This is an optimization exercise on Yosys and OpenROAD, whose aim is small area, not a production implementation. Where RTL was checked, it was by simulation tests only, not by an equivalence proof against the original. No functional check of the RTL was part of runs 1, 5 and 6. No driver is modelled on the clock port, so clocking that relies on it looks cheaper here than on a real chip. No activity file was given, so power comes from the tool's default toggle rates.

**flow/flow/run.sh**
```bash
#!/bin/bash
# Standard ORFS layout with two changes:
#  - after the standard synthesis, the logic between registers is re-mapped
#    for area by ABC (registers keep their names and cells);
#  - the port buffers use the smallest buffer cell.
set -euo pipefail
R=orfs/results/sky130hd/trace_codec/base
LIB=$FLOW_HOME/platforms/sky130hd/lib/sky130_fd_sc_hd__tt_025C_1v80.lib
export BUFFER_PORTS_ARGS="-buffer_cell sky130_fd_sc_hd__buf_1"
bash standard.sh synth > synth.log 2>&1
cp $R/1_2_yosys.v std_1_2_yosys.v
bash flow/resyn.sh "$PWD/std_1_2_yosys.v" "$PWD/resyn.v" "$PWD/flow/area.abc" "$LIB" "$PWD/flow/dont_use.txt"
grep -c dfxtp std_1_2_yosys.v > regs_std.txt
grep -c dfxtp resyn.v > regs_resyn.txt
cmp regs_std.txt regs_resyn.txt
cp resyn.v $R/1_2_yosys.v
rm -f $R/1_synth.odb
bash standard.sh synth > synth_odb.log 2>&1
bash standard.sh > standard.log 2>&1
```
**flow/flow/area.abc**
```
strash
dch -f
amap
strash
dch -f
amap
```
**flow/flow/dont_use.txt**
```
sky130_fd_sc_hd__lpflow_bleeder_1 sky130_fd_sc_hd__lpflow_clkbufkapwr_1 sky130_fd_sc_hd__lpflow_clkbufkapwr_16 sky130_fd_sc_hd__lpflow_clkbufkapwr_2 sky130_fd_sc_hd__lpflow_clkbufkapwr_4 sky130_fd_sc_hd__lpflow_clkbufkapwr_8 sky130_fd_sc_hd__lpflow_clkinvkapwr_1 sky130_fd_sc_hd__lpflow_clkinvkapwr_16 sky130_fd_sc_hd__lpflow_clkinvkapwr_2 sky130_fd_sc_hd__lpflow_clkinvkapwr_4 sky130_fd_sc_hd__lpflow_clkinvkapwr_8 sky130_fd_sc_hd__lpflow_decapkapwr_12 sky130_fd_sc_hd__lpflow_decapkapwr_3 sky130_fd_sc_hd__lpflow_decapkapwr_4 sky130_fd_sc_hd__lpflow_decapkapwr_6 sky130_fd_sc_hd__lpflow_decapkapwr_8 sky130_fd_sc_hd__lpflow_inputiso0n_1 sky130_fd_sc_hd__lpflow_inputiso0p_1 sky130_fd_sc_hd__lpflow_inputiso1n_1 sky130_fd_sc_hd__lpflow_inputiso1p_1 sky130_fd_sc_hd__lpflow_inputisolatch_1 sky130_fd_sc_hd__lpflow_isobufsrc_1 sky130_fd_sc_hd__lpflow_isobufsrc_16 sky130_fd_sc_hd__lpflow_isobufsrc_2 sky130_fd_sc_hd__lpflow_isobufsrc_4 sky130_fd_sc_hd__lpflow_isobufsrc_8 sky130_fd_sc_hd__lpflow_isobufsrckapwr_16 sky130_fd_sc_hd__lpflow_lsbuf_lh_hl_isowell_tap_1 sky130_fd_sc_hd__lpflow_lsbuf_lh_hl_isowell_tap_2 sky130_fd_sc_hd__lpflow_lsbuf_lh_hl_isowell_tap_4 sky130_fd_sc_hd__lpflow_lsbuf_lh_isowell_4 sky130_fd_sc_hd__lpflow_lsbuf_lh_isowell_tap_1 sky130_fd_sc_hd__lpflow_lsbuf_lh_isowell_tap_2 sky130_fd_sc_hd__lpflow_lsbuf_lh_isowell_tap_4 sky130_fd_sc_hd__probe_p_8 sky130_fd_sc_hd__probec_p_8 
```
**flow/flow/resyn.sh**
```bash
#!/bin/bash
# Re-map the combinational logic of the standard synthesis netlist for area.
# Every register instance keeps its name and cell; only the logic between
# registers and ports is re-mapped by ABC.
# usage: resyn.sh IN.v OUT.v ABC_SCRIPT LIB DONT_USE_LIST
set -euo pipefail
IN=$1; OUT=$2; SCR=$3; LIB=$4; DUF=$5
DU=""
for c in $(cat "$DUF"); do DU="$DU -dont_use $c"; done
cat > "$OUT.ys" <<EOY
read_liberty -ignore_miss_func $LIB
read_verilog $IN
hierarchy -top trace_codec
setattr -mod -set keep_hierarchy 1 sky130_fd_sc_hd__dfxtp_1
flatten
rename -hide w:*.*
opt_clean -purge
abc -script $SCR -liberty $LIB $DU
opt_clean -purge
hilomap -hicell sky130_fd_sc_hd__conb_1 HI -locell sky130_fd_sc_hd__conb_1 LO
insbuf -buf sky130_fd_sc_hd__buf_4 A X
opt_clean -purge
tee -o $OUT.stat stat -liberty $LIB
select -module trace_codec
write_verilog -noattr -nohex -nodec -selected $OUT
EOY
yosys -s "$OUT.ys" > "$OUT.log" 2>&1
```
**flow/standard.sh**
```bash
#!/bin/bash
# synth_recipe.tcl (not shown) runs the flow's synth.tcl, then flattens the netlist and writes it again
# the make line also repeats each setting of config.mk as NAME=value (left out here)
make -C /OpenROAD-flow-scripts/flow DESIGN_CONFIG=/design/flow/config.mk WORK_HOME=/design/flow/orfs CLKGATE_MAP_FILE= SYNTH_SCRIPT=/design/flow/synth_recipe.tcl "${@:-finish}"
```
**flow/config.mk**
```make
export PLATFORM = sky130hd
export DESIGN_NAME = trace_codec
export DESIGN_NICKNAME = trace_codec
export VERILOG_FILES = /design/flow/design.v
export SDC_FILE = /design/flow/constraint.sdc
export NUM_CORES = 4
export LEC_CHECK = 0
export CAP_MARGIN = 20
export CORE_MARGIN = 2
export CORE_UTILIZATION = 45
export CTS_BUF_LIST = sky130_fd_sc_hd__clkbuf_4 sky130_fd_sc_hd__clkbuf_8
export SLEW_MARGIN = 20
```
**flow/constraint.sdc**
```tcl
create_clock -name core_clock -period 30.0 [get_ports {clk}]
set_input_delay 6.0000 -clock core_clock [delete_from_list [all_inputs] [get_ports {clk}]]
set_output_delay 6.0000 -clock core_clock [all_outputs]
set_load 0.01 [all_outputs]
```
**flow/design.v**
```verilog
module trace_pack (
    input  wire        clk,
    input  wire        rst,
    input  wire        instruction_valid,
    input  wire        branch_taken,
    input  wire [31:0] branch_target,
    input  wire        trap,
    input  wire        is_return,
    input  wire        is_indirect_jump,
    input  wire        retire_valid,
    input  wire        writeback_valid,
    input  wire [4:0]  writeback_register,
    input  wire [31:0] writeback_value,
    input  wire        breakpoint_valid,
    input  wire [3:0]  breakpoint_reason,
    output reg  [2:0]  seq,             
    output reg         nonseq_valid,
    output reg  [1:0]  nonseq,
    output reg         bkpt_valid,
    output reg  [3:0]  bkpt,
    output reg         wb_valid,        
    output reg  [36:0] data             
);
    reg [2:0] pending_seq;
    wire nsq         = instruction_valid &
                       (trap | is_return | is_indirect_jump | branch_taken);
    wire wb          = retire_valid & writeback_valid;
    wire interesting = nsq | breakpoint_valid | wb;
    wire plain       = instruction_valid & ~interesting;
    wire flush       = interesting | (instruction_valid & (pending_seq == 3'd7));
    wire [1:0] rr = trap ? 2'd0 : is_return ? 2'd1 : is_indirect_jump ? 2'd2 : 2'd3;
    wire nsq_g = nsq & ~rst;
    wire wb_g  = wb & ~nsq & ~rst;
    always @(posedge clk) begin
        seq          <= (flush & ~rst) ? pending_seq : 3'd0;
        nonseq_valid <= nsq_g;
        nonseq       <= rr;
        bkpt_valid   <= breakpoint_valid & ~rst;
        bkpt         <= breakpoint_reason;
        wb_valid     <= wb_g;
        data         <= ({37{nsq_g}} & {1'b0, branch_target, 4'd0}) |
                        ({37{wb_g}} & {writeback_value, writeback_register});
    end
    always @(posedge clk) begin
        if (rst | interesting)
            pending_seq <= 3'd0;
        else if (plain)
            pending_seq <= (pending_seq == 3'd7) ? 3'd1 : pending_seq + 3'd1;
    end
endmodule
module trace_encode (
    input  wire [2:0]  seq,
    input  wire        nonseq_valid,
    input  wire [1:0]  nonseq,
    input  wire        bkpt_valid,
    input  wire [3:0]  bkpt,
    input  wire        wb_valid,
    input  wire [36:0] data,
    output wire [4:0]  count,
    output wire [63:0] nybble_data
);
    wire s  = |seq;
    wire n  = nonseq_valid;
    wire b  = bkpt_valid;
    wire w  = wb_valid;
    wire dv = n | w;
    wire [9:0] nz;
    genvar q;
    generate
        for (q = 0; q < 10; q = q + 1) begin : g_nz
            if (q < 9) begin : g_full
                assign nz[q] = |data[4*q +: 4];
            end else begin : g_top
                assign nz[q] = data[36];
            end
        end
    endgenerate
    wire [4:0] bnz = n ? {1'b0, nz[8] | nz[7], nz[6] | nz[5], nz[4] | nz[3], nz[2] | nz[1]}
                       : {nz[9] | nz[8], nz[7] | nz[6], nz[5] | nz[4], nz[3] | nz[2], nz[1] | nz[0]};
    wire [2:0] k = bnz[4] ? 3'd5 : bnz[3] ? 3'd4 : bnz[2] ? 3'd3 :
                   bnz[1] ? 3'd2 : bnz[0] ? 3'd1 : 3'd0;
    wire [15:0] pre = {12'd0, 1'b0, seq} |
                      ({16{n}} & {12'd0, 2'b10, nonseq}) << (4 * s) |
                      ({16{b}} & {8'd0, bkpt, 4'hD}) << (4 * (s + n));
    wire [3:0]  rnnn = {w, k};
    wire [47:0] grp  = {3'd0, data, 8'd0} |
                       ({48{n}} & {36'd0, rnnn, 4'hC, 4'd0}) |
                       ({48{w}} & {40'd0, rnnn, 4'hC});
    wire [1:0]  sh   = {b, 1'b0} | {1'b0, s};
    assign nybble_data = {48'd0, pre} | ({16'd0, grp} << (4 * sh));
    assign count = {3'd0, s} + {3'd0, n} + {2'd0, b, 1'b0} +
                   (dv ? {1'b0, k, 1'b0} + 5'd2 : 5'd0);
endmodule
module trace_decode (
    input  wire        clk,
    input  wire        rst,
    input  wire [63:0] window,
    input  wire [4:0]  avail,             
    output wire        ok,
    output reg  [1:0]  fault,             
    output reg  [4:0]  consumed,
    output wire        seq_valid,
    output reg  [2:0]  seq,
    output reg         branch_taken,
    output reg         trap,
    output reg         is_return,
    output reg         is_indirect_jump,
    output reg         pc_valid,
    output wire [31:0] program_counter,
    output reg         writeback_valid,
    output wire [4:0]  writeback_register,
    output wire [31:0] writeback_value,
    output reg         breakpoint_valid,
    output reg  [3:0]  breakpoint_reason
);
    wire [3:0] s0 = window[3:0];
    wire [3:0] s1 = window[7:4];
    wire [3:0] s2 = window[11:8];
    wire [3:0] s3 = window[15:12];
    wire [3:0] s4 = window[19:16];
    wire [3:0] s5 = window[23:20];
    wire [16:0] th;
    genvar x;
    generate
        for (x = 0; x <= 16; x = x + 1) begin : g_th
            assign th[x] = (avail >= x);
        end
    endgenerate
    wire seqp = ~s0[3] & (|s0[2:0]);
    wire [3:0] t1  = seqp ? s1 : s0;
    wire       nsp = (~seqp | th[2]) & (t1[3:2] == 2'b10);
    wire q0 = ~seqp & ~nsp;
    wire q1 = seqp ^ nsp;
    wire q2 = seqp & nsp;
    wire [3:0] t2 = ({4{q0}} & s0) | ({4{q1}} & s1) | ({4{q2}} & s2);
    wire [3:0] b2 = ({4{q0}} & s1) | ({4{q1}} & s2) | ({4{q2}} & s3);
    wire in2  = (q0 & th[1]) | (q1 & th[2]) | (q2 & th[3]);
    wire bkf  = (q0 & th[2]) | (q1 & th[3]) | (q2 & th[4]);
    wire bkt  = in2 & (t2 == 4'hD);
    wire bkp  = bkt & bkf;
    wire bktr = bkt & ~bkf;
    wire [4:0] r = bkp ? {q2, q1, q0, 2'b00} : {2'b00, q2, q1, q0};
    wire [3:0] t3 = ({4{r[0]}} & s0) | ({4{r[1]}} & s1) | ({4{r[2]}} & s2) |
                    ({4{r[3]}} & s3) | ({4{r[4]}} & s4);
    wire [3:0] rn = ({4{r[0]}} & s1) | ({4{r[1]}} & s2) | ({4{r[2]}} & s3) |
                    ({4{r[3]}} & s4) | ({4{r[4]}} & s5);
    wire [36:0] pay = ({37{r[0]}} & window[44:8])  | ({37{r[1]}} & window[48:12]) |
                      ({37{r[2]}} & window[52:16]) | ({37{r[3]}} & window[56:20]) |
                      ({37{r[4]}} & window[60:24]);
    wire in3  = |(r & th[5:1]);
    wire rnin = |(r & th[6:2]);
    wire [2:0] k = rn[2:0];
    wire klen = k[2] & k[1];
    wire [2:0] p3 = {r[4], r[3] | r[2], r[3] | r[1]};
    wire [4:0] dend = {2'd0, p3} + {1'b0, k, 1'b0} + 5'd2;
    wire dfit = ~(dend > avail);
    wire dt   = in3 & (t3 == 4'hC);
    wire dok  = dt & rnin & ~klen & dfit;
    wire a0   = ~th[1];
    wire rsv  = (s0[3:1] == 3'b111);
    wire skip = (s0 == 4'h0);
    wire ftr  = bktr | (dt & ~rnin) | (dt & rnin & ~klen & ~dfit);
    wire fbl  = dt & rnin & klen;
    reg [1:0] f;
    reg [4:0] c;
    always @* begin
        if (a0)        begin f = 2'd0; c = 5'd0; end
        else if (skip) begin f = 2'd0; c = 5'd1; end
        else if (rsv)  begin f = 2'd1; c = 5'd0; end
        else if (ftr)  begin f = 2'd2; c = 5'd0; end
        else if (fbl)  begin f = 2'd3; c = 5'd0; end
        else           begin f = 2'd0; c = dok ? dend : {2'd0, p3}; end
    end
    reg [2:0]  k_r;
    reg [36:0] pay_n;    
    always @(posedge clk) begin
        fault    <= rst ? 2'd0 : f;
        consumed <= rst ? 5'd0 : c;
    end
    always @(posedge clk) begin
        seq               <= seqp ? s0[2:0] : 3'd0;
        trap              <= nsp & (t1[1:0] == 2'd0);
        is_return         <= nsp & (t1[1:0] == 2'd1);
        is_indirect_jump  <= nsp & (t1[1:0] == 2'd2);
        branch_taken      <= nsp & (t1[1:0] == 2'd3);
        breakpoint_valid  <= bkp;
        breakpoint_reason <= bkp ? b2 : 4'd0;
        pc_valid          <= dok & ~rn[3];
        writeback_valid   <= dok & rn[3];
        k_r               <= k;
        pay_n             <= ~pay;
    end
    assign ok        = |consumed;
    assign seq_valid = |seq;
    wire [4:0] byte_en = {k_r > 3'd4, k_r > 3'd3, k_r > 3'd2, k_r > 3'd1, k_r > 3'd0};
    wire [4:0] pc_en   = byte_en & {5{pc_valid}};
    wire [4:0] wb_en   = byte_en & {5{writeback_valid}};
    genvar j;
    generate
        for (j = 0; j < 32; j = j + 1) begin : g_pc
            assign program_counter[j] = pc_en[j / 8] & ~pay_n[j];
        end
        for (j = 0; j < 37; j = j + 1) begin : g_wb
            if (j < 5) begin : g_reg
                assign writeback_register[j] = wb_en[0] & ~pay_n[j];
            end else begin : g_val
                assign writeback_value[j - 5] = wb_en[j / 8] & ~pay_n[j];
            end
        end
    endgenerate
endmodule
module trace_codec (
    input  wire        clk,
    input  wire        rst,
    input  wire        instruction_valid,
    input  wire        branch_taken,
    input  wire [31:0] branch_target,
    input  wire        trap,
    input  wire        is_return,
    input  wire        is_indirect_jump,
    input  wire        retire_valid,
    input  wire        writeback_valid,
    input  wire [4:0]  writeback_register,
    input  wire [31:0] writeback_value,
    input  wire        breakpoint_valid,
    input  wire [3:0]  breakpoint_reason,
    output wire [4:0]  enc_count,
    output wire [63:0] enc_data,
    input  wire [63:0] dec_window,
    input  wire [4:0]  dec_avail,
    output wire        dec_ok,
    output wire [1:0]  dec_fault,
    output wire [4:0]  dec_consumed,
    output wire        dec_seq_valid,
    output wire [2:0]  dec_seq,
    output wire        dec_branch_taken,
    output wire        dec_trap,
    output wire        dec_is_return,
    output wire        dec_is_indirect_jump,
    output wire        dec_pc_valid,
    output wire [31:0] dec_program_counter,
    output wire        dec_writeback_valid,
    output wire [4:0]  dec_writeback_register,
    output wire [31:0] dec_writeback_value,
    output wire        dec_breakpoint_valid,
    output wire [3:0]  dec_breakpoint_reason
);
    wire [2:0]  p_seq;
    wire        p_nonseq_valid, p_bkpt_valid, p_wb_valid;
    wire [1:0]  p_nonseq;
    wire [3:0]  p_bkpt;
    wire [36:0] p_data;
    trace_pack u_pack (
        .clk                (clk),
        .rst                (rst),
        .instruction_valid  (instruction_valid),
        .branch_taken       (branch_taken),
        .branch_target      (branch_target),
        .trap               (trap),
        .is_return          (is_return),
        .is_indirect_jump   (is_indirect_jump),
        .retire_valid       (retire_valid),
        .writeback_valid    (writeback_valid),
        .writeback_register (writeback_register),
        .writeback_value    (writeback_value),
        .breakpoint_valid   (breakpoint_valid),
        .breakpoint_reason  (breakpoint_reason),
        .seq                (p_seq),
        .nonseq_valid       (p_nonseq_valid),
        .nonseq             (p_nonseq),
        .bkpt_valid         (p_bkpt_valid),
        .bkpt               (p_bkpt),
        .wb_valid           (p_wb_valid),
        .data               (p_data)
    );
    trace_encode u_encode (
        .seq          (p_seq),
        .nonseq_valid (p_nonseq_valid),
        .nonseq       (p_nonseq),
        .bkpt_valid   (p_bkpt_valid),
        .bkpt         (p_bkpt),
        .wb_valid     (p_wb_valid),
        .data         (p_data),
        .count        (enc_count),
        .nybble_data  (enc_data)
    );
    trace_decode u_decode (
        .clk                (clk),
        .rst                (rst),
        .window             (dec_window),
        .avail              (dec_avail),
        .ok                 (dec_ok),
        .fault              (dec_fault),
        .consumed           (dec_consumed),
        .seq_valid          (dec_seq_valid),
        .seq                (dec_seq),
        .branch_taken       (dec_branch_taken),
        .trap               (dec_trap),
        .is_return          (dec_is_return),
        .is_indirect_jump   (dec_is_indirect_jump),
        .pc_valid           (dec_pc_valid),
        .program_counter    (dec_program_counter),
        .writeback_valid    (dec_writeback_valid),
        .writeback_register (dec_writeback_register),
        .writeback_value    (dec_writeback_value),
        .breakpoint_valid   (dec_breakpoint_valid),
        .breakpoint_reason  (dec_breakpoint_reason)
    );
endmodule
```
==> impl_metrics.ini, run 1 <==
[cts]
htreeDepth = 4
cts-resized-gates = 0
cts_tree = done
cts_buffer_depth = 2
cts_setup_buffers = 0
insertion_delay_ps = 430
cts_made_buffers = 17
ctsHoldBuffers = 0
clkTransAtPathRegs_ps = 80
root_buffer = clkbuf_8
clock_sinks = 113

[timing]
final.setup.tns_ps = 0
finalHoldViolations = 0
drv_slew = 0
max_slew_margin_pct = 49.0
fin_worst_skew_ps = 2.57
fin_ws_ps = 17600
hold_ws_ps = 455
period_share_pct = 41.3
tightest_slew_ps = 757
fin_crit_ps = 12400
fmax_ghz = 0.0806
rsz0062_at_grt = no
finalSetupViolations = 0

[pwr]
pwr-share-comb_pct = 22.2
pwr-share-seq_pct = 41.3
p_total_uw = 416
swShare_pct = 32.3
internal_power_uw = 281
clockPowerShare_pct = 36.4
leakage_nw = 2.84
powerDensity_mw_per_mm2 = 51.3
ir_worst_vdd_mv = 0.0292
p_switching_uw = 134

[logic_synthesis]
synthCells = 848
avgSynthCellArea_um2 = 7.37
yosysWarnings = 2
synth_area_mm2 = 0.00625
syn_nets = 1000

[route]
drt-pass1-iter-count = 7
vias_per_cell = 5.84
vias = 7999
wl_mm = 24.9
avgRoutedWirePerCell_um = 18.1
drt.antenna.violating_nets = 0
post-route-drc-count = 0
drtIter0Drc = 944

[critical_path]
cp_data_arrival_time_ps = 12750
critPathSlowestCell = o221ai_1
crit_type = input pin to register
reg2reg_depth = 6
end_kind = register
crit_path_max_incr_delay_ps = 600
cp.required_ps = 30350
crit_path_start_kind = input pin
worstPathMaxFanout = 47

[die]
die_x_um = 122
fp.dieH_um = 122
initial_core_util_pct = 45.6
rows = 43
core_area_mm2 = 0.0137
io_pins = 313
die-area_mm2 = 0.0148

[placed_design]
portBuffers = 301
dpl_worst_slack_ps = 17350
dp_hpwl_mm = 18.3
place_congestion = 0.948

[layout]
layout-drive-gt1-share_pct = 4.54
antenna_cells = 0
nets = 1329
n_fill_cell = 1441
area_growth_pct = 29.7

[flow_run]
cap_violations = 0

[grt]
grt_overflow = 0
grt_pass1_vias = 7114
antenna_found_initial = 0
grt_pass1_wl_mm = 37.0
grt_max_degree = 48
track_usage_pct = 32.1

[worst_hold_path]
holdPathStages = 2
hold_path.class = register to register

[run_status]
status = timing/DRC/antenna clean
## per-stage QoR
| step | instances | util, % | area, um^2 |
|---|---|---|---|
| 5_1_grt | 1370 | 59.1 | 8110 |
| 4_1_cts | 1370 | 59.1 | 8110 |
| 3_5_place_dp | 1338 | 56.1 | 7690 |
| 2_1_floorplan | 848 | - | 6250 |
| 3_3_place_gp | 1338 | 56.1 | 7690 |
| 6_report | 1370 | 59.1 | 8110 |
## power by group through the flow
stage / Clock [mW] / Combinational [mW] / Sequential, mW
2_1_floorplan: 0 / 0.0561 / 0.173
3_3_place_gp: 0 / 0.0906 / 0.175
3_5_place_dp: 0 / 0.0907 / 0.175
4_1_cts: 0.154 / 0.0912 / 0.171
5_1_grt: 0.161 / 0.102 / 0.173
6_report: 0.151 / 0.0924 / 0.172
## layout by cell type (no fill, tap or decap), types with 5 or more instances in the layout
cell type  instances
buf_1            301
nor2_1           188
dfxtp_1          113
o22ai_1          100
clkinv_1          78
a21oi_1           56
o21ai_0           49
nand2_1           40
a22o_1            32
clkbuf_8          18
a22oi_1           17
buf_4             17
o32ai_1           14
or2_0             13
a211oi_1          11
nor3_1            10
o221ai_1          10
a221oi_1          10
nor2b_1            9
o22a_1             8
a31oi_1            8
o21a_1             8
nor4_1             8
conb_1             8
or4_1              6
a222oi_1           6
or3_1              5
## critical path, delay by kind of cell
family | cells | cell delay, ps
AOI/OAI and AO/OA | 12 | 2390
buffers and inverters | 8 | 2080
and+or+nand+nor | 13 | 2290
## layout make-up
class / instances / area [um^2] / area share, %
inverter: 78 / 293 / 3.61
clock inverter: 13 / 163 / 2.01
tap: 180 / 225 / 2.78
clock buffer: 19 / 255 / 3.15
timing repair buffer: 318 / 1260 / 15.5
sequential: 113 / 2260 / 27.9
multi-input combinational: 649 / 3650 / 45.0
## worst paths after layout
kind | slack (ps) | start | to
worst min-delay path | 450 | u_pack.pending_seq[0] | u_pack.seq[0]
worst max register to register | 28880 | u_pack.pending_seq[0] | u_pack.seq[1]
worst min register to register | 450 | u_pack.pending_seq[0] | u_pack.seq[0]
worst max-delay path | 17600 | dec_window[0] | u_decode.consumed[2]
## per-layer routing
| layer | routed length (um) | global-route usage, % |
|---|---|---|
| met1 | 9540 | 38.5 |
| met2 | 12500 | 56.9 |
| met3 | 2370 | 7.58 |
| met4 | 494 | 9.99 |
| met5 | 0 | 0 |
## sequential cells by signal (all words and copies together) (netlist names), 2 cells and up
name and flops:
u_decode.breakpoint_reason 4, u_decode.consumed 5, u_decode.fault 2, u_decode.k_r 3, u_decode.pay_n 37, u_decode.seq 3, u_pack.bkpt 4, u_pack.data 37
u_pack.nonseq 2, u_pack.pending_seq 3, u_pack.seq 3
==> run 2, diff against run 1 <==
--- a/flow/design.v
+++ b/flow/design.v
@@ -119,58 +119,48 @@
     wire [3:0] s3 = window[15:12];
     wire [3:0] s4 = window[19:16];
     wire [3:0] s5 = window[23:20];
-    wire [16:0] th;
+    wire [6:1] th;
     genvar x;
     generate
-        for (x = 0; x <= 16; x = x + 1) begin : g_th
+        for (x = 1; x <= 6; x = x + 1) begin : g_th
             assign th[x] = (avail >= x);
         end
     endgenerate
+    wire [4:0] isc = {s4 == 4'hC, s3 == 4'hC, s2 == 4'hC, s1 == 4'hC, s0 == 4'hC};
+    wire [2:0] isd = {s2 == 4'hD, s1 == 4'hD, s0 == 4'hD};
+    wire [1:0] isn = {s1[3:2] == 2'b10, s0[3:2] == 2'b10};
     wire seqp = ~s0[3] & (|s0[2:0]);
-    wire [3:0] t1  = seqp ? s1 : s0;
-    wire       nsp = (~seqp | th[2]) & (t1[3:2] == 2'b10);
+    wire       nsp = seqp ? (th[2] & isn[1]) : isn[0];
+    wire [1:0] nr  = seqp ? s1[1:0] : s0[1:0];
     wire q0 = ~seqp & ~nsp;
     wire q1 = seqp ^ nsp;
     wire q2 = seqp & nsp;
-    wire [3:0] t2 = ({4{q0}} & s0) | ({4{q1}} & s1) | ({4{q2}} & s2);
     wire [3:0] b2 = ({4{q0}} & s1) | ({4{q1}} & s2) | ({4{q2}} & s3);
-    wire in2  = (q0 & th[1]) | (q1 & th[2]) | (q2 & th[3]);
+    wire bkt  = (q0 & isd[0]) | (q1 & th[2] & isd[1]) | (q2 & th[3] & isd[2]);
     wire bkf  = (q0 & th[2]) | (q1 & th[3]) | (q2 & th[4]);
-    wire bkt  = in2 & (t2 == 4'hD);
     wire bkp  = bkt & bkf;
     wire bktr = bkt & ~bkf;
     wire [4:0] r = bkp ? {q2, q1, q0, 2'b00} : {2'b00, q2, q1, q0};
-    wire [3:0] t3 = ({4{r[0]}} & s0) | ({4{r[1]}} & s1) | ({4{r[2]}} & s2) |
-                    ({4{r[3]}} & s3) | ({4{r[4]}} & s4);
+    wire dt   = |(r & {th[5:2], 1'b1} & isc);
+    wire rnin = |(r & th[6:2]);
     wire [3:0] rn = ({4{r[0]}} & s1) | ({4{r[1]}} & s2) | ({4{r[2]}} & s3) |
                     ({4{r[3]}} & s4) | ({4{r[4]}} & s5);
     wire [36:0] pay = ({37{r[0]}} & window[44:8])  | ({37{r[1]}} & window[48:12]) |
                       ({37{r[2]}} & window[52:16]) | ({37{r[3]}} & window[56:20]) |
                       ({37{r[4]}} & window[60:24]);
-    wire in3  = |(r & th[5:1]);
-    wire rnin = |(r & th[6:2]);
     wire [2:0] k = rn[2:0];
     wire klen = k[2] & k[1];
     wire [2:0] p3 = {r[4], r[3] | r[2], r[3] | r[1]};
     wire [4:0] dend = {2'd0, p3} + {1'b0, k, 1'b0} + 5'd2;
     wire dfit = ~(dend > avail);
-    wire dt   = in3 & (t3 == 4'hC);
     wire dok  = dt & rnin & ~klen & dfit;
-    wire a0   = ~th[1];
-    wire rsv  = (s0[3:1] == 3'b111);
-    wire skip = (s0 == 4'h0);
+    wire rsv  = s0[3] & s0[2] & s0[1];
+    wire skip = ~(|s0);
     wire ftr  = bktr | (dt & ~rnin) | (dt & rnin & ~klen & ~dfit);
     wire fbl  = dt & rnin & klen;
-    reg [1:0] f;
-    reg [4:0] c;
-    always @* begin
-        if (a0)        begin f = 2'd0; c = 5'd0; end
-        else if (skip) begin f = 2'd0; c = 5'd1; end
-        else if (rsv)  begin f = 2'd1; c = 5'd0; end
-        else if (ftr)  begin f = 2'd2; c = 5'd0; end
-        else if (fbl)  begin f = 2'd3; c = 5'd0; end
-        else           begin f = 2'd0; c = dok ? dend : {2'd0, p3}; end
-    end
+    wire good = th[1] & ~rsv & ~ftr & ~fbl;
+    wire [1:0] f = {th[1] & (ftr | fbl), th[1] & (rsv | fbl)};
+    wire [4:0] c = ~good ? 5'd0 : dok ? dend : {2'd0, p3[2:1], p3[0] | skip};
     reg [2:0]  k_r;
     reg [36:0] pay_n;    
     always @(posedge clk) begin
@@ -179,10 +169,10 @@
     end
     always @(posedge clk) begin
         seq               <= seqp ? s0[2:0] : 3'd0;
-        trap              <= nsp & (t1[1:0] == 2'd0);
-        is_return         <= nsp & (t1[1:0] == 2'd1);
-        is_indirect_jump  <= nsp & (t1[1:0] == 2'd2);
-        branch_taken      <= nsp & (t1[1:0] == 2'd3);
+        trap              <= nsp & (nr == 2'd0);
+        is_return         <= nsp & (nr == 2'd1);
+        is_indirect_jump  <= nsp & (nr == 2'd2);
+        branch_taken      <= nsp & (nr == 2'd3);
         breakpoint_valid  <= bkp;
         breakpoint_reason <= bkp ? b2 : 4'd0;
         pc_valid          <= dok & ~rn[3];
--- a/flow/config.mk
+++ b/flow/config.mk
@@ -7,6 +7,8 @@
 export LEC_CHECK = 0
 export CAP_MARGIN = 20
 export CORE_MARGIN = 2
-export CORE_UTILIZATION = 45
-export CTS_BUF_LIST = sky130_fd_sc_hd__clkbuf_4 sky130_fd_sc_hd__clkbuf_8
+export CORE_UTILIZATION = 33
+export CTS_BUF_LIST = sky130_fd_sc_hd__clkbuf_8
+export CTS_CLUSTER_DIAMETER = 80
+export CTS_CLUSTER_SIZE = 25
 export SLEW_MARGIN = 20
==> run 2 against run 1 <==
  * Area after synthesis fell by 5.5%
  * Wire length rose by 1.2%
  * Still clean on timing, DRC and antenna
  * Global-route usage fell by 6.7 points
  * Register-to-register slack improved by 20 ps
  * Critical endpoint is now u_decode.consumed[1]
  * Sequential power barely moved
  * Die area rose by 28%
  * Combinational power fell by 6.1%
  * Via count fell by 5.6%
  * Hold slack got worse by 5.8 ps
  * Fmax fell by 4.2%
  * Utilization fell by 14 points
==> impl_metrics.ini, run 2 <==
[layout]
design_area_mm2 = 0.00782
final_cell_mix = 301 x buf_1, 155 x nor2_1, 113 x dfxtp_1
n_fill_cell = 1898
antenna_cells = 0
final_common_cell = buf_1
nets = 1236
reg_top3 = u_decode.pay_n x37, u_pack.data x37, u_decode.consumed x5
layout-drive-gt1-share_pct = 4.74
area_growth_pct = 32.5

[route]
drt-pass1-iter-count = 6
post-route-drc-count = 0
vias = 7551
wl_mm = 25.2
vias_per_cell = 5.71
drt.antenna.violating_nets = 0
drtIter0Drc = 726
avgRoutedWirePerCell_um = 19.0

[critical_path]
worstPathMaxFanout = 47
crit_path_max_incr_delay_ps = 460
crit_path_start_kind = input pin
reg2reg_from = u_pack.pending_seq[0]
cp_data_arrival_time_ps = 13330
critPathSlowestCell = a2111oi_0
crit_type = input pin to register
crit_path_start = dec_window[3]
cp.required_ps = 30390
end_kind = register

[worst_hold_path]
holdCritStartpoint = u_pack.pending_seq[0]
hold_path.class = register to register

[pwr]
leakage_nw = 2.71
ir_worst_vdd_mv = 0.0310
clockPowerShare_pct = 38.3
pwr-share-comb_pct = 20.7
internal_power_uw = 287
p_switching_uw = 132
powerDensity_mw_per_mm2 = 53.5
pwr-share-seq_pct = 40.9
p_total_uw = 419
swShare_pct = 31.6

[grt]
grt_pass1_wl_mm = 36.7
grt_pass1_vias = 6774
grt_max_degree = 50
antenna_found_initial = 0
grt_overflow = 0
track_usage_pct = 25.5

[placed_design]
dp_hpwl_mm = 18.7
place_area_mm2 = 0.00739
place_congestion = 0.960
portBuffers = 301

[run_status]
status = timing/DRC/antenna clean

[timing]
fin_crit_ps = 12940
period_share_pct = 43.1
final.setup.tns_ps = 0
fmax_ghz = 0.0773
rsz0062_at_grt = no
hold_ws_ps = 449
fin_worst_skew_ps = 5.06
drv_slew = 0
tightest_slew_ps = 848
max_slew_margin_pct = 43.0
finalSetupViolations = 0
finalHoldViolations = 0

[logic_synthesis]
avgSynthCellArea_um2 = 7.79
synthCells = 758
syn_nets = 910
synth_area_mm2 = 0.00590
yosysWarnings = 2

[cts]
htreeDepth = 4
clock_sinks = 113
cts_buffer_depth = 2
cts-resized-gates = 0
ctsHoldBuffers = 0
cts_setup_buffers = 0
cts_made_buffers = 17
cts_tree = done
insertion_delay_ps = 450
clkTransAtPathRegs_ps = 70
root_buffer = clkbuf_8

[flow_run]
cap_violations = 0

[die]
fp.dieH_um = 138
io_pins = 313
core_area_mm2 = 0.0174
die-area_mm2 = 0.0190
rows = 48
die_x_um = 138
initial_core_util_pct = 33.9
==> run 2: layout make-up <==
type	instances	area, um^2	area share, %
well taps	225	282	3.60
flip-flops and latches	113	2260	28.9
clock buffers	18	248	3.17
multi-input cells	572	3360	43.0
inverters	65	244	3.12
repair buffers	315	1230	15.8
clock inverters	14	189	2.41
==> run 2: worst paths after layout <==
| kind | endpoint | slack, ps | depth (start not counted) |
|---|---|---|---|
| min reg2reg | u_pack.seq[0] | 450 | 2 |
| max | u_decode.consumed[1] | 17060 | 31 |
| min | u_pack.seq[0] | 450 | 2 |
| max reg2reg | u_pack.seq[1] | 28900 | 6 |
==> run 2: worst max-delay path, delay by kind of cell <==
family,cells,cell delay (ps)
AOI/OAI and AO/OA,11,2250
and+or+nand+nor,11,2640
buffers and inverters,9,2400
==> run 2: routing by layer <==
| layer | routed length, um | global-route usage (%) | up-vias |
|---|---|---|---|
| li1 | - | - | 3549 |
| met3 | 2640 | 7.95 | 66 |
| met2 | 12100 | 44.1 | 481 |
| met1 | 9550 | 28.9 | 3455 |
| met4 | 843 | 10.6 | 0 |
| met5 | 0 | 0 | - |
==> run 2: through the flow <==
| stage | utilization (%) | instances | worst slack [ps] |
|---|---|---|---|
| final | 44.9 | 1322 | 17060 |
| after global routing | 44.9 | 1322 | 16150 |
| after CTS | 44.9 | 1322 | 17270 |
| after detailed placement | 42.4 | 1290 | 16850 |
| after global placement | 42.4 | 1290 | 16960 |
| after floorplan | - | 758 | 15240 |
==> run 2: power by group through the flow <==
stage / combinational, mW / clock, mW / sequential [mW]
after detailed placement: 0.0851 / 0 / 0.175
after global routing: 0.0955 / 0.170 / 0.173
after CTS: 0.0857 / 0.163 / 0.171
final: 0.0868 / 0.161 / 0.171
after floorplan: 0.0504 / 0 / 0.173
after global placement: 0.0851 / 0 / 0.175
==> run 3, diff against run 2 <==
--- a/flow/design.v
+++ b/flow/design.v
@@ -14,8 +14,7 @@
     input  wire        breakpoint_valid,
     input  wire [3:0]  breakpoint_reason,
     output reg  [2:0]  seq,             
-    output reg         nonseq_valid,
-    output reg  [1:0]  nonseq,
+    output reg         nonseq_valid,    
     output reg         bkpt_valid,
     output reg  [3:0]  bkpt,
     output reg         wb_valid,        
@@ -34,11 +33,10 @@
     always @(posedge clk) begin
         seq          <= (flush & ~rst) ? pending_seq : 3'd0;
         nonseq_valid <= nsq_g;
-        nonseq       <= rr;
         bkpt_valid   <= breakpoint_valid & ~rst;
         bkpt         <= breakpoint_reason;
         wb_valid     <= wb_g;
-        data         <= ({37{nsq_g}} & {1'b0, branch_target, 4'd0}) |
+        data         <= ({37{nsq_g}} & {1'b0, branch_target, 2'd0, rr}) |
                         ({37{wb_g}} & {writeback_value, writeback_register});
     end
     always @(posedge clk) begin
@@ -50,8 +48,7 @@
 endmodule
 module trace_encode (
     input  wire [2:0]  seq,
-    input  wire        nonseq_valid,
-    input  wire [1:0]  nonseq,
+    input  wire        nonseq_valid,    
     input  wire        bkpt_valid,
     input  wire [3:0]  bkpt,
     input  wire        wb_valid,
@@ -80,10 +77,10 @@
     wire [2:0] k = bnz[4] ? 3'd5 : bnz[3] ? 3'd4 : bnz[2] ? 3'd3 :
                    bnz[1] ? 3'd2 : bnz[0] ? 3'd1 : 3'd0;
     wire [15:0] pre = {12'd0, 1'b0, seq} |
-                      ({16{n}} & {12'd0, 2'b10, nonseq}) << (4 * s) |
+                      ({16{n}} & {12'd0, 2'b10, data[1:0]}) << (4 * s) |
                       ({16{b}} & {8'd0, bkpt, 4'hD}) << (4 * (s + n));
     wire [3:0]  rnnn = {w, k};
-    wire [47:0] grp  = {3'd0, data, 8'd0} |
+    wire [47:0] grp  = {3'd0, data[36:2], data[1:0] & {2{~n}}, 8'd0} |
                        ({48{n}} & {36'd0, rnnn, 4'hC, 4'd0}) |
                        ({48{w}} & {40'd0, rnnn, 4'hC});
     wire [1:0]  sh   = {b, 1'b0} | {1'b0, s};
@@ -237,7 +234,6 @@
 );
     wire [2:0]  p_seq;
     wire        p_nonseq_valid, p_bkpt_valid, p_wb_valid;
-    wire [1:0]  p_nonseq;
     wire [3:0]  p_bkpt;
     wire [36:0] p_data;
     trace_pack u_pack (
@@ -257,7 +253,6 @@
         .breakpoint_reason  (breakpoint_reason),
         .seq                (p_seq),
         .nonseq_valid       (p_nonseq_valid),
-        .nonseq             (p_nonseq),
         .bkpt_valid         (p_bkpt_valid),
         .bkpt               (p_bkpt),
         .wb_valid           (p_wb_valid),
@@ -266,7 +261,6 @@
     trace_encode u_encode (
         .seq          (p_seq),
         .nonseq_valid (p_nonseq_valid),
-        .nonseq       (p_nonseq),
         .bkpt_valid   (p_bkpt_valid),
         .bkpt         (p_bkpt),
         .wb_valid     (p_wb_valid),
==> flow/flow/run.sh (replaced) <==
#!/bin/bash
# Standard ORFS layout with these changes:
#  - after the standard synthesis, the logic between registers is re-mapped
#    for area by ABC (registers keep their names and cells);
#  - the port buffers use the smallest buffer cell;
#  - CTS inserts no dummy loads to balance the clock tree.
set -euo pipefail
R=orfs/results/sky130hd/trace_codec/base
LIB=$FLOW_HOME/platforms/sky130hd/lib/sky130_fd_sc_hd__tt_025C_1v80.lib
export BUFFER_PORTS_ARGS="-buffer_cell sky130_fd_sc_hd__buf_1"
# CTS buffers: config.mk's CTS_BUF_LIST, else clkbuf_16
CTS_BUFS=$(sed -n 's/^export CTS_BUF_LIST *= *//p' config.mk)
CTS_BUFS=${CTS_BUFS:-sky130_fd_sc_hd__clkbuf_16}
export CTS_ARGS="-sink_clustering_enable -repair_clock_nets -dont_use_dummy_load -buf_list {$CTS_BUFS}"
bash standard.sh synth > synth.log 2>&1
cp $R/1_2_yosys.v std_1_2_yosys.v
# try each ABC script, keep the smallest netlist
best=""
for s in flow/abc_*.abc; do
  n=$(basename "$s" .abc)
  bash flow/resyn.sh "$PWD/std_1_2_yosys.v" "$PWD/resyn_$n.v" "$PWD/$s" "$LIB" "$PWD/flow/dont_use.txt"
  a=$(grep 'Chip area for module' "resyn_$n.v.stat" | awk '{print $NF}')
  echo "$n $a" >> resyn_areas.txt
  if [[ -z "$best" ]] || awk -v a="$a" -v b="$best_a" 'BEGIN{exit !(a < b)}'; then best=$n; best_a=$a; fi
done
echo "chosen $best $best_a" >> resyn_areas.txt
cp "resyn_$best.v" resyn.v
grep -c dfxtp std_1_2_yosys.v > regs_std.txt
grep -c dfxtp resyn.v > regs_resyn.txt
cmp regs_std.txt regs_resyn.txt
cp resyn.v $R/1_2_yosys.v
rm -f $R/1_synth.odb
bash standard.sh synth > synth_odb.log 2>&1
bash standard.sh > standard.log 2>&1
==> flow/flow/abc_a.abc (new file) <==
strash
dch -f
amap
strash
dch -f
amap
==> flow/flow/abc_b.abc (new file) <==
strash
balance
rewrite -z
refactor -z
rewrite -z
balance
dch -f
amap
strash
dch -f
amap
==> flow/flow/abc_c.abc (new file) <==
strash
dch -f
map -a
strash
dch -f
amap
==> flow/flow/abc_d.abc (new file) <==
strash
dch -f
amap
==> flow/flow/abc_e.abc (new file) <==
strash
 dch -f
 amap
 strash
 dch -f
 amap
 strash
 dch -f
 amap
 strash
 dch -f
 amap
==> flow/flow/abc_f.abc (new file) <==
strash
 dc2
 dch -f
 amap
 strash
 dc2
 dch -f
 amap
==> flow/flow/abc_g.abc (new file) <==
strash
 dch -f
 amap -m
 strash
 dch -f
 amap -m
==> flow/config.mk (replaced) <==
export PLATFORM = sky130hd
export DESIGN_NAME = trace_codec
export DESIGN_NICKNAME = trace_codec
export VERILOG_FILES = /design/flow/design.v
export SDC_FILE = /design/flow/constraint.sdc
export NUM_CORES = 4
export LEC_CHECK = 0
export CAP_MARGIN = 0
export CORE_MARGIN = 2
export CORE_UTILIZATION = 33
export SLEW_MARGIN = 0
removed: flow/flow/area.abc
==> run 3 against run 2 <==
  * Sequential share of layout area rose by 0.59 points
  * First-iteration DRC count shrank 4.1%
  * Power is 14% lower
  * Clock power is 37% lower
  * Utilization down 1.4 points
  * Critical path depth is 4 lower
  * Non-clock buffer count shrank 1
==> impl_metrics.ini, run 3 <==
[run_status]
status = timing/DRC/antenna clean

[die]
initial_core_util_pct = 33.7
rows = 48
core_area_mm2 = 0.0173
die_x_um = 137
die-area_mm2 = 0.0188
io_pins = 313
fp.dieH_um = 137

[grt]
grt_overflow = 0
grt_pass1_wl_mm = 35.3
grt_pass1_vias = 6754
grt_max_degree = 50
track_usage_pct = 23.9
antenna_found_initial = 0

[route]
vias_per_cell = 5.56
drt-pass1-iter-count = 5
drtIter0Drc = 696
wl_mm = 23.5
drt.antenna.violating_nets = 0
vias = 7363
avgRoutedWirePerCell_um = 17.7
post-route-drc-count = 0

[layout]
nets = 1254
area_growth_pct = 29.1
reg_top3 = u_decode.pay_n x37, u_pack.data x37, u_decode.consumed x5
layout-drive-gt1-share_pct = 2.55
final_cell_mix = 301 x buf_1, 176 x nor2_1, 123 x o22ai_1
n_fill_cell = 1874
antenna_cells = 0
final_common_cell = buf_1

[cts]
root_buffer = clkbuf_16
cts_setup_buffers = 0
ctsHoldBuffers = 0
cts_tree = done
insertion_delay_ps = 330
cts_buffer_depth = 2
clkTransAtPathRegs_ps = 60
cts_made_buffers = 9
htreeDepth = 3
cts-resized-gates = 0
clock_sinks = 111

[critical_path]
cp.required_ps = 30250
end_kind = register
cp_data_arrival_time_ps = 11390
crit_type = input pin to register
crit_path_start_kind = input pin
worstPathMaxFanout = 49

[placed_design]
place_congestion = 0.903
dpl_worst_slack_ps = 18580
portBuffers = 301
dp_hpwl_mm = 17.7

[logic_synthesis]
avgSynthCellArea_um2 = 7.43
yosysWarnings = 2
syn_nets = 937
synthCells = 785
synth_area_mm2 = 0.00583

[timing]
fmax_ghz = 0.0898
finalSetupViolations = 0
finalHoldViolations = 0
fin_ws_ps = 18860
final.setup.tns_ps = 0
max_slew_margin_pct = 25.4
drv_slew = 0
fin_worst_skew_ps = 0.637
period_share_pct = 37.1
hold_ws_ps = 459
fin_crit_ps = 11140
tightest_slew_ps = 1110
rsz0062_at_grt = no

[pwr]
internal_power_uw = 245
p_switching_uw = 116
pwr-share-comb_pct = 24.7
pwr-share-seq_pct = 47.1
clockPowerShare_pct = 28.2
swShare_pct = 32.0
leakage_nw = 2.59
ir_worst_vdd_mv = 0.0281
powerDensity_mw_per_mm2 = 47.9

[flow_run]
cap_violations = 0

[worst_hold_path]
hold_path.class = register to register
## run 3: cell count changes in the layout (fill, tap and decap cells not counted), moves of 10 or more
cell,delta
a221oi_1,+26
a222oi_1,-19
a22oi_1,-26
clkbuf_8,-18
clkinv_1,+29
nand2_1,-12
nor2_1,+21
nor3_1,+10
o21a_1,-18
o22ai_1,+42
## run 3: layout make-up
class	count	area (um^2)	area share (%)
Multi-Input combinational cell	572	3220	42.8
Clock buffer	9	225	2.99
Sequential cell	111	2220	29.5
Inverter	94	353	4.68
Timing Repair Buffer	314	1230	16.3
Tap cell	225	282	3.74
## run 3: metrics by stage
step           cell area, um^2  power [mW]  util, %  std cells
6_report                  7530       0.361     43.5       1325
5_1_grt                   7530       0.381     43.5       1325
4_1_cts                   7530       0.364     43.5       1325
3_5_place_dp              7310       0.261     42.2       1316
3_3_place_gp              7310       0.261     42.2       1316
2_1_floorplan             5830       0.225        -        785
## run 3: routing by layer
metal  up-vias  track usage (%)  routed length [um]
met5         -                0                   0
met2       362             40.9               11200
met4         0             8.19                 539
met3        39             5.63                2140
met1      3415             29.4                9630
li1       3547                -                   -
## run 3: critical path: stages
cell and delay (ps):
buf_1 80, clkinv_1 60, nand2_1 90, nor2_1 300
clkinv_1 250, nor2_1 240, nor2_1 70, o21ai_0 260
clkinv_1 130, nor2_1 220, nor2_1 130, nand3_2 90
buf_4 440, clkinv_1 120, buf_4 280, o21ai_0 530
o22ai_1 170, nor2_1 170, nor2_1 90, nor2_1 200
a21oi_1 100, o22ai_1 140, a31oi_1 60, a221oi_1 270
nor2b_1 360, clkinv_1 210, a221oi_1 310
## run 3: path summary, 6_finish.rpt
| check | from | to | slack [ps] | cells past startpoint |
|---|---|---|---|---|
| setup / recovery | dec_avail[4] | u_decode.consumed[1] | 18860 | 27 |
| setup reg to reg | u_pack.pending_seq[1] | u_pack.seq[0] | 28950 | 4 |
| hold reg to reg | u_pack.pending_seq[2] | u_pack.seq[2] | 460 | 2 |
| hold / removal | u_pack.pending_seq[2] | u_pack.seq[2] | 460 | 2 |
## run 3: power by group through the flow
| stage | Combinational, mW | Clock, mW | Sequential (mW) |
|---|---|---|---|
| 5_1_grt | 0.0985 | 0.111 | 0.171 |
| 2_1_floorplan | 0.0544 | 0 | 0.171 |
| 4_1_cts | 0.0882 | 0.106 | 0.170 |
| 3_3_place_gp | 0.0875 | 0 | 0.173 |
| 6_report | 0.0890 | 0.102 | 0.170 |
| 3_5_place_dp | 0.0877 | 0 | 0.173 |
==> run 4, diff against run 3 <==
--- a/flow/config.mk
+++ b/flow/config.mk
@@ -5,7 +5,7 @@
 export SDC_FILE = /design/flow/constraint.sdc
 export NUM_CORES = 4
 export LEC_CHECK = 0
-export CAP_MARGIN = 0
+export CAP_MARGIN = 20
 export CORE_MARGIN = 2
 export CORE_UTILIZATION = 33
-export SLEW_MARGIN = 0
+export SLEW_MARGIN = 20
removed: flow/flow/abc_e.abc
removed: flow/flow/abc_f.abc
removed: flow/flow/abc_g.abc
==> run 4 against run 3 <==
  * Utilization up 0.13 points
  * Flip-flop and latch count stayed put
  * Clock skew rose by 3.7 ps
  * Combinational power rose by 1%
  * Critical endpoint is now u_decode.consumed[0]
==> impl_metrics.ini, run 4 <==
[timing]
tightest_slew_ps = 887
drv_slew = 0
fmax_ghz = 0.0882
fin_crit_ps = 11340
fin_worst_skew_ps = 4.29
finalSetupViolations = 0
rsz0062_at_grt = no
period_share_pct = 37.8
finalHoldViolations = 0
hold_ws_ps = 468
final.setup.tns_ps = 0
max_slew_margin_pct = 40.4

[route]
drt-pass1-iter-count = 5
drtIter0Drc = 496
avgRoutedWirePerCell_um = 17.9
post-route-drc-count = 0
vias = 7405
wl_mm = 23.8
drt.antenna.violating_nets = 0
vias_per_cell = 5.58

[grt]
grt_max_degree = 52
antenna_found_initial = 0
track_usage_pct = 24.0
grt_pass1_wl_mm = 34.7
grt_overflow = 0
grt_pass1_vias = 6558

[critical_path]
cp.required_ps = 30240
end_kind = register
critPathSlowestCell = nor2_1
crit_type = input pin to register
critPathMostFrequentCell = nor2_1
crit_path_start_kind = input pin
worstPathMaxFanout = 24
cp_data_arrival_time_ps = 11580
crit_path_max_incr_delay_ps = 470

[layout]
fin_util_pct = 43.7
antenna_cells = 0
design_area_mm2 = 0.00755
area_growth_pct = 29.2
layout-drive-gt1-share_pct = 2.54
final_common_cell = buf_1
final_cell_mix = 301 x buf_1, 176 x nor2_1, 115 x o22ai_1
n_fill_cell = 1865
nets = 1255
reg_top3 = u_decode.pay_n x37, u_pack.data x37, u_decode.consumed x5

[die]
io_pins = 313
rows = 48
initial_core_util_pct = 33.8
core_area_mm2 = 0.0173
die-area_mm2 = 0.0188
fp.dieH_um = 137
die_x_um = 137

[pwr]
pwr-share-seq_pct = 46.6
clockPowerShare_pct = 28.7
p_switching_uw = 118
internal_power_uw = 246
powerDensity_mw_per_mm2 = 48.2
swShare_pct = 32.5
ir_worst_vdd_mv = 0.0253
p_total_uw = 364
pwr-share-comb_pct = 24.7
leakage_nw = 2.59

[cts]
cts-resized-gates = 0
cts_made_buffers = 9
root_buffer = clkbuf_16
cts_buffer_depth = 2
htreeDepth = 3
insertion_delay_ps = 350
ctsHoldBuffers = 0
clkTransAtPathRegs_ps = 70
clock_sinks = 111
cts_setup_buffers = 0
cts_tree = done

[worst_hold_path]
hold_path.class = register to register

[logic_synthesis]
yosysWarnings = 2
synth_area_mm2 = 0.00585
avgSynthCellArea_um2 = 7.46
synthCells = 784
syn_nets = 936

[placed_design]
place_congestion = 0.902
place_area_mm2 = 0.00733
dp_hpwl_mm = 18.0
portBuffers = 301

[run_status]
status = timing/DRC/antenna clean

[flow_run]
cap_violations = 0
==> run 4: changes by cell type in the layout (fill, tap and decap cells not counted), moves of 3 or more <==
| cell | before | now |
|---|---|---|
| o21ai_0 | 25 | 28 |
| o22ai_1 | 123 | 115 |
| nor3_1 | 29 | 40 |
| clkinv_1 | 94 | 90 |
| a22oi_1 | 6 | 9 |
==> run 4: worst max-delay path: cells and delay by family <==
kind                   cells  cell delay, ps
AOI/OAI and AO/OA         11            2350
and+or+nand+nor           10            1940
buffers and inverters      6            1290
==> run 4: final cells by class <==
type / count / area (um^2) / share of cell area, %
Sequential cell: 111 / 2220 / 29.4
Timing Repair Buffer: 316 / 1240 / 16.4
Multi-Input combinational cell: 575 / 3250 / 43.0
Inverter: 90 / 338 / 4.47
Clock buffer: 9 / 225 / 2.98
Tap cell: 225 / 282 / 3.73
==> run 4: routing by layer <==
metal  part of all wire [%]  GRT usage (%)
met1                     39           27.9
met2                     49           43.0
met4                    2.4           8.82
met3                    9.1           5.15
met5                      0              0
==> run 4: power groups by stage <==
stage          clock network [mW]  registers, mW  logic, mW
2_1_floorplan                   0          0.171     0.0547
3_3_place_gp                    0          0.173     0.0890
3_5_place_dp                    0          0.173     0.0892
4_1_cts                     0.108          0.170     0.0896
5_1_grt                     0.112          0.171     0.0990
6_report                    0.104          0.170     0.0900
==> run 4: path summary, 6_finish.rpt <==
kind,from,end,slack [ps],cells after the start
worst max register to register,u_pack.pending_seq[1],u_pack.seq[0],28990,4
worst max-delay path,dec_avail[4],u_decode.consumed[0],18660,27
worst min-delay path,u_pack.pending_seq[2],u_pack.seq[2],470,2
worst min register to register,u_pack.pending_seq[2],u_pack.seq[2],470,2
==> run 4: metrics by stage <==
step,cells,worst slack (ps)
after floorplan,784,18570
after global placement,1317,18460
after detailed placement,1317,18460
after CTS,1326,18820
after global routing,1326,18000
final,1326,18660
==> run 5, diff against run 4 <==
--- a/flow/design.v
+++ b/flow/design.v
@@ -116,13 +116,14 @@
     wire [3:0] s3 = window[15:12];
     wire [3:0] s4 = window[19:16];
     wire [3:0] s5 = window[23:20];
-    wire [6:1] th;
-    genvar x;
-    generate
-        for (x = 1; x <= 6; x = x + 1) begin : g_th
-            assign th[x] = (avail >= x);
-        end
-    endgenerate
+    wire [4:0] av = avail;
+    wire       a43 = av[4] | av[3];
+    wire [6:1] th = {a43 | (av[2] & av[1]),
+                     a43 | (av[2] & (av[1] | av[0])),
+                     a43 | av[2],
+                     a43 | av[2] | (av[1] & av[0]),
+                     a43 | av[2] | av[1],
+                     a43 | av[2] | av[1] | av[0]};
     wire [4:0] isc = {s4 == 4'hC, s3 == 4'hC, s2 == 4'hC, s1 == 4'hC, s0 == 4'hC};
     wire [2:0] isd = {s2 == 4'hD, s1 == 4'hD, s0 == 4'hD};
     wire [1:0] isn = {s1[3:2] == 2'b10, s0[3:2] == 2'b10};
--- a/flow/flow/run.sh
+++ b/flow/flow/run.sh
@@ -3,7 +3,8 @@
 #  - after the standard synthesis, the logic between registers is re-mapped
 #    for area by ABC (registers keep their names and cells);
 #  - the port buffers use the smallest buffer cell;
-#  - CTS inserts no dummy loads to balance the clock tree.
+#  - CTS inserts no dummy loads to balance the clock tree, and afterwards
+#    each clock buffer is downsized where the clock slews allow it.
 set -euo pipefail
 R=orfs/results/sky130hd/trace_codec/base
 LIB=$FLOW_HOME/platforms/sky130hd/lib/sky130_fd_sc_hd__tt_025C_1v80.lib
@@ -11,6 +12,7 @@
 # CTS buffers: config.mk's CTS_BUF_LIST, else clkbuf_16
 CTS_BUFS=$(sed -n 's/^export CTS_BUF_LIST *= *//p' config.mk)
 CTS_BUFS=${CTS_BUFS:-sky130_fd_sc_hd__clkbuf_16}
+export POST_CTS_TCL="$PWD/flow/post_cts.tcl"
 export CTS_ARGS="-sink_clustering_enable -repair_clock_nets -dont_use_dummy_load -buf_list {$CTS_BUFS}"
 bash standard.sh synth > synth.log 2>&1
 cp $R/1_2_yosys.v std_1_2_yosys.v
==> flow/flow/abc_e.abc (new file) <==
strash
 dch -f
 amap
 strash
 dch -f
 amap
 strash
 dch -f
 amap
 strash
 dch -f
 amap
==> flow/flow/abc_f.abc (new file) <==
strash
 dc2
 dch -f
 amap
 strash
 dc2
 dch -f
 amap
==> flow/flow/abc_g.abc (new file) <==
strash
 dch -f
 amap -m
 strash
 dch -f
 amap -m
==> flow/flow/post_cts.tcl (new file) <==
set pc_small "sky130_fd_sc_hd__clkbuf_8"
set pc_limit 0.105
proc pc_worst_clk_slew {} {
  set w 0
  foreach pin [get_pins -hierarchical */CLK] {
    set s [get_property $pin slew_max]
    if {$s > $w} { set w $s }
  }
  return $w
}
estimate_parasitics -placement
puts "post_cts: worst clock slew before [pc_worst_clk_slew]"
set pc_bufs {}
foreach inst [[ord::get_db_block] getInsts] {
  if {[string match "clkbuf_*" [$inst getName]] && [[$inst getMaster] getName] ne $pc_small} {
    lappend pc_bufs [$inst getName]
  }
}
# leaves first (longer names), the root last
set pc_bufs [lsort -decreasing -command {apply {{a b} {expr {[string length $a] - [string length $b]}}}} $pc_bufs]
foreach name $pc_bufs {
  set inst [get_cells $name]
  set old [get_property [get_lib_cells -of_objects $inst] name]
  replace_cell $inst $pc_small
  estimate_parasitics -placement
  set w [pc_worst_clk_slew]
  if {$w > $pc_limit} {
    replace_cell $inst $old
    estimate_parasitics -placement
    puts "post_cts: keep $name as $old ($w)"
  } else {
    puts "post_cts: $name -> $pc_small ($w)"
  }
}
puts "post_cts: worst clock slew after [pc_worst_clk_slew]"
detailed_placement
check_placement -verbose
--- a/flow/config.mk
+++ b/flow/config.mk
@@ -5,7 +5,7 @@
 export SDC_FILE = /design/flow/constraint.sdc
 export NUM_CORES = 4
 export LEC_CHECK = 0
-export CAP_MARGIN = 20
+export CAP_MARGIN = 0
 export CORE_MARGIN = 2
 export CORE_UTILIZATION = 33
-export SLEW_MARGIN = 20
+export SLEW_MARGIN = 0
==> run 5 against run 4 <==
  * Fmax down 14%
  * Setup slack got worse by 1800 ps
  * Power decreased by 9.2%
  * Register-to-register slack worse by 30 ps
  * Sequential power is essentially flat
  * Synthesized cell count is 0.13% lower
  * Final cell count down 0.15%
  * Global-route usage grew 0.67 points
  * Design area decreased by 0.78%
  * Still clean
  * Sequential share of layout area increased by 0.23 points
==> impl_metrics.ini, run 5 <==
[timing]
tightest_slew_ps = 1040
fmax_ghz = 0.0761
fin_crit_ps = 13140
final.setup.tns_ps = 0
rsz0062_at_grt = no
finalSetupViolations = 0
fin_worst_skew_ps = 12.2
drv_slew = 0
max_slew_margin_pct = 30.1
finalHoldViolations = 0
period_share_pct = 43.8

[grt]
use_met2_pct = 40.4
antenna_found_initial = 1
track_usage_pct = 24.6
grt_pass1_vias = 6763
grtUsageMet1_pct = 32.1
top_usage_layer = met2
grt_overflow = 0
grt_max_degree = 51
grt_use_met3_pct = 5.96
grt_pass1_wl_mm = 36.3

[critical_path]
cp_data_arrival_time_ps = 13440
reg2reg_depth = 4
worstPathMaxFanout = 50
crit_path_start = dec_window[3]
r2r-end = u_pack.seq[0]
reg2reg_from = u_pack.pending_seq[1]
critPathCapture = u_decode.pc_valid
critPathMostFrequentCell = clkinv_1
critPathSlowestCell = clkinv_1
crit_family = buffers and inverters
crit_buf_inv = 9
reg2reg_setup_slack_ps = 28960
crit_type = input pin to register
cp.required_ps = 30300
crit_path_max_incr_delay_ps = 870
crit_path_start_kind = input pin
crit_cells = 27
end_kind = register

[die]
initial_core_util_pct = 33.9
core_area_mm2 = 0.0174
rows = 48
io_pins = 313
die-area_mm2 = 0.0189
die_x_um = 138
fp.dieH_um = 138

[layout]
nets = 1252
final_cell_mix = 301 x buf_1, 172 x nor2_1, 115 x o22ai_1
n_fill_cell = 1867
layout-drive-gt1-share_pct = 2.46
reg_top3 = u_decode.pay_n x37, u_pack.data x37, u_decode.consumed x5
final_common_cell = buf_1
area_growth_pct = 27.3
design_area_mm2 = 0.00750

[pwr]
clockPowerShare_pct = 23.3
swShare_pct = 33.4
leakage_nw = 2.54
ir_worst_vdd_mv = 0.0267
pwr-share-seq_pct = 51.0
p_switching_uw = 111
internal_power_uw = 220
pwr-share-comb_pct = 25.7
powerDensity_mw_per_mm2 = 44.1

[cts]
clock_sinks = 111
clkTransAtPathRegs_ps = 90
cts_tree = done
insertion_delay_ps = 370

[placed_design]
dp_hpwl_mm = 18.3
place_area_mm2 = 0.00736
place_congestion = 0.916
portBuffers = 301

[logic_synthesis]
syn_nets = 935
synth_area_mm2 = 0.00589
yosysWarnings = 2
synthCells = 783
avgSynthCellArea_um2 = 7.52

[route]
vias = 7578
drt.antenna.violating_nets = 0
vias_per_cell = 5.72
avgRoutedWirePerCell_um = 18.3
drtIter0Drc = 811
drt-pass1-iter-count = 6
wl_mm = 24.2
post-route-drc-count = 0

[flow_run]
cap_violations = 0

[worst_hold_path]
holdCritStartpoint = u_pack.pending_seq[2]
hold_path.class = register to register

[run_status]
status = timing/DRC/antenna clean
==> run 5: stage by stage <==
step	total power, mW	cells	util, %	worst slack (ps)	hold WS, ps
global route	0.349	1323	43.2	15990	473
floorplan	0.221	783	-	15140	431
finish	0.331	1324	43.2	16860	444
detailed placement	0.255	1314	42.4	16650	450
global placement	0.255	1314	42.4	16630	449
==> run 5: metal layers <==
layer | up-vias | part of all wire [%]
met5 | - | 0
met4 | 0 | 2.5
met3 | 45 | 9.2
met2 | 422 | 47
met1 | 3515 | 41
li1 | 3596 | -
==> run 5: layout make-up <==
cell class / instances / area (um^2) / share of cell area (%)
antenna: 1 / 2.50 / 0.0334
tap: 225 / 282 / 3.76
clock buffer: 9 / 135 / 1.80
multi-input combinational: 592 / 3360 / 44.8
timing repair buffer: 314 / 1230 / 16.4
sequential: 111 / 2220 / 29.6
inverter: 72 / 270 / 3.61
==> run 5: how the worst min path moves through the flow <==
stage                     to  slack, ps  cells past startpoint
2_1_floorplan  u_pack.seq[2]        430                      2
5_1_grt        u_pack.seq[2]        470                      2
3_5_place_dp   u_pack.seq[2]        450                      2
3_3_place_gp   u_pack.seq[2]        450                      2
6_report       u_pack.seq[2]        440                      2
==> run 5: power groups by stage <==
stage	logic, mW	registers, mW	clock network (mW)
final	0.0851	0.169	0.0770
after global routing	0.0939	0.170	0.0849
after floorplan	0.0512	0.169	0
after global placement	0.0835	0.172	0
after detailed placement	0.0834	0.172	0
==> run 5: worst min-delay path, cell delays in order, from the launching register on <==
cell      delay, ps
dfxtp_1         330
clkinv_1         60
nor2_1           40
==> run 6, diff against run 5 <==
--- a/flow/config.mk
+++ b/flow/config.mk
@@ -7,5 +7,6 @@
 export LEC_CHECK = 0
 export CAP_MARGIN = 0
 export CORE_MARGIN = 2
-export CORE_UTILIZATION = 33
+export CORE_UTILIZATION = 40
+export PLACE_DENSITY = 0.7
 export SLEW_MARGIN = 0
==> run 6 against run 5 <==
  * Clock-buffer cell count is the same
  * Via count is 0.92% higher
  * Clock skew is 6.8 ps lower
  * Critical path type unchanged
  * Critical endpoint is now u_decode.consumed[2]
==> impl_metrics.ini, run 6 <==
[cts]
cts_tree = done
clock_sinks = 111
insertion_delay_ps = 360
clkTransAtPathRegs_ps = 100

[pwr]
leakage_nw = 2.54
p_total_uw = 329
powerDensity_mw_per_mm2 = 44.1
ir_worst_vdd_mv = 0.0295

[layout]
antenna_cells = 0
nets = 1252
final_cell_mix = 301 x buf_1, 172 x nor2_1, 115 x o22ai_1
final_common_cell = buf_1
n_fill_cell = 1531
area_growth_pct = 26.4
layout-drive-gt1-share_pct = 2.46
reg_top3 = u_decode.pay_n x37, u_pack.data x37, u_decode.consumed x5

[timing]
max_slew_margin_pct = 31.7
rsz0062_at_grt = no
finalHoldViolations = 0
fmax_ghz = 0.0765
final.setup.tns_ps = 0
period_share_pct = 43.6
drv_slew = 0
fin_crit_ps = 13070
tightest_slew_ps = 1020
finalSetupViolations = 0
fin_worst_skew_ps = 5.47

[die]
die_x_um = 125
core_area_mm2 = 0.0145
rows = 44
fp.dieH_um = 125
die-area_mm2 = 0.0157
initial_core_util_pct = 40.7
io_pins = 313

[critical_path]
end_kind = register
cp_data_arrival_time_ps = 13360
cp.required_ps = 30290
worstPathMaxFanout = 50
crit_path_start_kind = input pin
crit_type = input pin to register

[grt]
grt_max_degree = 51
grt_pass1_vias = 6850
antenna_found_initial = 0
grt_pass1_wl_mm = 35.3
grt_overflow = 0
track_usage_pct = 27.5

[logic_synthesis]
synthCells = 783
avgSynthCellArea_um2 = 7.52
synth_area_mm2 = 0.00589
yosysWarnings = 2
syn_nets = 935

[route]
avgRoutedWirePerCell_um = 17.9
routed-wl-met3_mm = 2.11
wl_mm = 22.9
drt-pass1-iter-count = 5
drtIter0Drc = 1001
post-route-drc-count = 0
vias_per_cell = 5.97
routed.top_layer = met4
vias = 7648
dr_wl_met2_mm = 10.8
drt.antenna.violating_nets = 0
m1WireLength_mm = 9.47

[worst_hold_path]
hold_path.class = register to register

[placed_design]
place_congestion = 0.925
portBuffers = 301
dp_hpwl_mm = 17.4

[flow_run]
cap_violations = 0

[run_status]
status = timing/DRC/antenna clean
-- run 6: cell types whose count changed in the layout (fill, tap and decap cells not counted) --
cell,before,now
diode_2,1,0
-- run 6: metrics by stage --
stage	worst slack, ps	hold WS, ps	area [um^2]	util [%]	instances
final	16930	461	7440	51.4	1282
after detailed placement	16790	449	7310	50.5	1273
after global placement	16770	447	7310	50.5	1273
after floorplan	15140	431	5890	-	783
after global routing	16170	500	7440	51.4	1282
-- run 6: cell type report --
cell class	count	area (um^2)	share of cell area (%)
Clock buffer	9	135	1.82
Inverter	72	270	3.63
Multi-Input combinational cell	592	3360	45.1
Sequential cell	111	2220	29.9
Tap cell	184	230	3.09
Timing Repair Buffer	314	1230	16.5
-- run 6: critical path, stage by stage --
cell,delay (ps)
buf_1,270
clkinv_1,190
nor2_1,210
clkinv_1,170
nor3_1,400
a41o_1,190
a31oi_1,100
nor2_4,140
buf_4,430
clkinv_1,120
buf_4,270
nor2_2,150
clkinv_1,480
nand2_1,680
clkinv_1,870
a221oi_1,540
o21ai_0,170
nand2_1,100
o21ai_0,140
nand2_1,170
nor2_1,70
a221oi_1,220
o221ai_1,190
o32a_1,320
a21oi_1,230
clkinv_1,230
o32ai_1,270
-- run 6: worst paths after layout --
| check | from | to | slack (ps) | cells past startpoint |
|---|---|---|---|---|
| min | u_pack.pending_seq[2] | u_pack.seq[2] | 460 | 2 |
| min reg2reg | u_pack.pending_seq[2] | u_pack.seq[2] | 460 | 2 |
| max reg2reg | u_pack.pending_seq[1] | u_pack.seq[0] | 28920 | 4 |
| max | dec_window[3] | u_decode.consumed[2] | 16930 | 27 |
-- run 6: metal layers --
| metal | vias up | global-route usage (%) |
|---|---|---|
| li1 | 3593 | - |
| met2 | 461 | 45.7 |
| met1 | 3551 | 35.3 |
| met5 | - | 0 |
| met3 | 43 | 6.68 |
| met4 | 0 | 8.43 |
-- run 6: where the power goes --
part	switching, mW	total (mW)	leakage (nW)	internal, mW
clock network	0.0455	0.0755	0.0698	0.0300
logic	0.0541	0.0845	1.55	0.0304
registers	0.00878	0.169	0.920	0.160
total	0.108	0.329	2.54	0.220

[port drivers added, routing unchanged]
How much do the figures lean on ideal ports? The routed layouts below were timed once more, with nothing changed but the port constraints. Step 1: set_driving_cell puts a clkbuf_16 on clk and a buf_2 on each other input, an assumption about the parent block. Step 2 also shifts input and output timing later by t, the mid clock arrival at the registers, as if the neighbouring blocks saw the same clock. Slacks: ideal ports / drivers / drivers and shift; pairs: ideal ports / drivers.
run	shift t [ns]	setup WS [ns]	hold WS [ns]	clock arrival spread, ns
run 1	0.470	17.598 / 17.614 / 17.144	0.455 / 0.455 / 0.455	0.008 / 0.009
run 2	0.490	17.058 / 17.070 / 16.579	0.449 / 0.449 / 0.449	0.017 / 0.017
run 3	0.386	18.861 / 18.871 / 18.485	0.459 / 0.459 / 0.459	0.027 / 0.027
run 4	0.394	18.661 / 18.685 / 18.290	0.468 / 0.468 / 0.468	0.030 / 0.031
run 5	0.418	16.865 / 16.884 / 16.465	0.444 / 0.444 / 0.444	0.034 / 0.035
run 6	0.406	16.928 / 16.941 / 16.535	0.461 / 0.461 / 0.461	0.022 / 0.022
After both steps every run listed still meets setup and hold. The setup slack of run 2, which loses most, moves by +0.012 ns with the drivers and by -0.479 ns with both steps.
